This is an optimization exercise on Yosys and OpenROAD, whose aim is small area, a short achievable clock period and few clock cycles per item, not a production implementation. The RTL was checked by simulation tests, not by an equivalence proof against the original design. No activity file was given, so power comes from the tool's default toggle rates.

==> exp/tundra: inputs <==
## pga16
module pga16 (
    input  wire        clk,
    input  wire        rst,           
    input  wire        host_we,
    input  wire [3:0]  host_addr,
    input  wire [31:0] host_wdata,
    output reg  [31:0] host_rdata,
    output wire        mem_valid,
    output wire        mem_we,
    output wire [31:0] mem_addr,
    output wire [7:0]  mem_wdata,
    input  wire        mem_ready,
    input  wire [7:0]  mem_rdata,
    input  wire        mem_err
);
    localparam RN_BUF_BASE = 4'd0;
    localparam RN_BUF_LEN  = 4'd1;
    localparam RN_GAIN     = 4'd2;
    localparam RN_CTRL     = 4'd3;
    localparam RN_CMD      = 4'd4;
    localparam RN_STATUS   = 4'd5;
    localparam RN_PROGRESS = 4'd6;
    localparam ERR_ILLEGAL_CMD = 3'd1;
    localparam ERR_NULL_BUFFER = 3'd2;
    localparam ERR_GAIN_INF    = 3'd3;
    localparam ERR_ADDR_RANGE  = 3'd4;
    localparam ERR_MEM_FAULT   = 3'd5;
    reg [31:0] buf_base;
    reg [31:0] buf_len;
    reg [31:0] gain;
    reg        buf_valid;
    reg        st_busy, st_done, st_err, st_odd;
    reg [2:0]  st_errcode;
    reg [30:0] idx;
    reg [31:0] ad;                    
    reg [30:0] w_nwin;
    reg        w_sg;                  
    reg [23:0] w_m;                   
    reg [5:0]  w_sh;                  
    reg        act;                   
    reg [1:0]  ph;                    
    reg [39:0] pr;                    
    always @* begin
        case (host_addr)
            RN_BUF_BASE: host_rdata = buf_base;
            RN_BUF_LEN:  host_rdata = buf_len;
            RN_GAIN:     host_rdata = gain;
            RN_CTRL:     host_rdata = {31'd0, buf_valid};
            RN_STATUS:   host_rdata = {24'd0, 1'b0, st_errcode, st_odd, st_err, st_done, st_busy};
            RN_PROGRESS: host_rdata = {1'b0, idx};
            default:     host_rdata = 32'd0;
        endcase
    end
    wire        cmd_wr    = host_we && (host_addr == RN_CMD) && !st_busy;
    wire        stat_wr   = host_we && (host_addr == RN_STATUS);
    wire        range_bad = over_2_32(buf_base, buf_len);
    reg  [2:0]  cmd_code;             
    always @* begin
  ...
export LEC_CHECK = 0
export ABC_AREA = 1
export CAP_MARGIN = 20
export CORE_MARGIN = 2
export CORE_UTILIZATION = 40
export CTS_BUF_LIST = sky130_fd_sc_hd__clkbuf_8
export CTS_CLUSTER_DIAMETER = 60
export CTS_CLUSTER_SIZE = 12
export SLEW_MARGIN = 20
create_clock -name core_clock -period 33.0 [get_ports {clk}]
standard.sh (not shown) runs the stock make flow with config.mk's settings and CLKGATE_MAP_FILE= SYNTH_SCRIPT=/design/flow/synth_recipe.tcl, a recipe that flattens the netlist after the stock synthesis.
==> flow/flow/run.sh <==
#!/bin/bash
# The standard layout (standard.sh), with these changes to how it is made:
#  - the port buffers are buf_1 cells instead of the default delay-buffer cell;
#  - repair_timing works with a setup margin, so that it shortens the longest
#    paths although the 33 ns clock leaves them slack.
# The make output goes to make_finish.log in this folder; ORFS keeps each
# step's log under orfs/logs.
set -euo pipefail
work=$PWD
rm -rf "$work/scripts"
cp -r "$FLOW_HOME/scripts" "$work/scripts"
cp "$work/flow/abc_area.script" "$work/scripts/abc_area.script"
bash standard.sh SCRIPTS_DIR="$work/scripts" \
    BUFFER_PORTS_ARGS="-buffer_cell sky130_fd_sc_hd__buf_1" \
    SETUP_SLACK_MARGIN=18.5 finish > make_finish.log 2>&1
==> flow/flow/abc_area.script <==
strash
dch
map -a
strash
dch
map -a
strash
dch
map -a
topo
stime -c
buffer -c
upsize -c
dnsize -c
==> exp/raven: changes against exp/tundra <==
==> flow/flow/run.sh (replaced) <==
#!/bin/bash
set -euo pipefail
bash standard.sh BUFFER_PORTS_ARGS="-buffer_cell sky130_fd_sc_hd__buf_2" finish > make_finish.log 2>&1
- CTS_BUF_LIST: sky130_fd_sc_hd__clkbuf_8 -> default
- CTS_CLUSTER_DIAMETER: 60 -> default
- CTS_CLUSTER_SIZE: 12 -> default
removed: flow/flow/abc_area.script
==> exp/amber: changes against exp/tundra <==
==> flow/flow/run.sh (replaced) <==
#!/bin/bash
# The standard layout (standard.sh), with these changes to how it is made:
#  - the port buffers are buf_2 cells instead of the default delay-buffer cell;
#  - repair_timing works with a setup margin, so that it shortens the longest
#    paths although the 33 ns clock leaves them slack.
# The make output goes to make_finish.log in this folder; ORFS keeps each
# step's log under orfs/logs.
set -euo pipefail
work=$PWD
rm -rf "$work/scripts"
cp -r "$FLOW_HOME/scripts" "$work/scripts"
cp "$work/flow/abc_area.script" "$work/scripts/abc_area.script"
bash standard.sh SCRIPTS_DIR="$work/scripts" \
    BUFFER_PORTS_ARGS="-buffer_cell sky130_fd_sc_hd__buf_2" \
    SETUP_SLACK_MARGIN=18.5 finish > make_finish.log 2>&1
- CTS_BUF_LIST: sky130_fd_sc_hd__clkbuf_8 -> sky130_fd_sc_hd__clkbuf_16
- CTS_CLUSTER_DIAMETER: 60 -> 80
- CTS_CLUSTER_SIZE: 12 -> 20
==> exp/willow: changes against exp/tundra <==
==> flow/flow/run.sh (replaced) <==
#!/bin/bash
# The standard layout (standard.sh), with these changes to how it is made:
#  - the port buffers are buf_2 cells instead of the default delay-buffer cell;
#  - repair_timing works with a setup margin, so that it shortens the longest
#    paths although the 33 ns clock leaves them slack.
# The make output goes to make_finish.log in this folder; ORFS keeps each
# step's log under orfs/logs.
set -euo pipefail
work=$PWD
rm -rf "$work/scripts"
cp -r "$FLOW_HOME/scripts" "$work/scripts"
cp "$work/flow/abc_area.script" "$work/scripts/abc_area.script"
bash standard.sh SCRIPTS_DIR="$work/scripts" \
    BUFFER_PORTS_ARGS="-buffer_cell sky130_fd_sc_hd__buf_2" \
    SETUP_SLACK_MARGIN=18.5 finish > make_finish.log 2>&1
- CORE_UTILIZATION: 40 -> 55
==> notes.md <==
Count of clock-buffer cells in the layout: exp/amber is lower than exp/willow (14). Between exp/amber and exp/raven, the lower global-route usage is in exp/raven (gap 0.091 points). Between exp/amber and exp/raven, the lower sequential share of layout area is in exp/raven (gap 0.97 points). Critical path depth is the same in exp/willow and exp/tundra. Of exp/raven and exp/amber, exp/raven has the higher cell area (gap 3.4%, measured against exp/amber). In flip-flop and latch count, exp/willow and exp/amber do not differ. Area after synthesis is the same in exp/willow and exp/tundra. Worst hold slack, highest first: exp/amber, exp/tundra, exp/raven, exp/willow. Cell count, highest first: exp/raven, exp/tundra, exp/amber, exp/willow. Wire length, lowest first: exp/willow, exp/amber, exp/tundra, exp/raven. Between exp/willow and exp/raven, the lower power is in exp/raven (gap about 4%, measured against exp/raven).
Testbench counts of exp/tundra, summed over its fixed seeds: cycles 36,384, windows 8,872.
Testbench counts of exp/raven, summed over its fixed seeds: cycles 36,384, windows 8,872.
Testbench counts of exp/amber, summed over its fixed seeds: cycles 36,384, windows 8,872.
Testbench counts of exp/willow, summed over its fixed seeds: cycles 36,384, windows 8,872.

what the ideal ports hide:
Ports are ideal in the flow. The routed layouts listed here were re-timed in OpenROAD.
Step 1 assumes that a clkbuf_16 drives the clock port and a buf_2 every other input.
Step 2 adds t to the input delays and takes it off the output delays; t is the mean of the earliest and latest rising clock arrival at the registers after step 1. Input paths then give back, and output paths get back, about the clock's delay inside the block.
Slacks: no drivers / after step 1 / after step 2; pairs: no drivers / after step 1.
run | t (ns) | slack for setup (ns) | hold slack, ns | latest minus earliest clock arrival (ns) | pins driven straight from the clock port
exp/tundra | 0.712 | 18.534 / 18.486 / 18.486 | 0.435 / 0.435 / 0.435 | 0.030 / 0.030 | 1
exp/raven | 0.595 | 17.400 / 17.381 / 17.381 | 0.430 / 0.430 / 0.430 | 0.025 / 0.026 | 1
exp/amber | 0.636 | 18.503 / 18.458 / 18.458 | 0.438 / 0.438 / 0.438 | 0.022 / 0.022 | 1
exp/willow | 0.662 | 18.486 / 18.463 / 18.463 | 0.419 / 0.419 / 0.419 | 0.053 / 0.053 | 1
After both steps every run listed still meets setup and hold. For exp/tundra, which loses most, drivers alone change the setup slack by -0.048 ns; drivers and shift together by -0.048 ns.
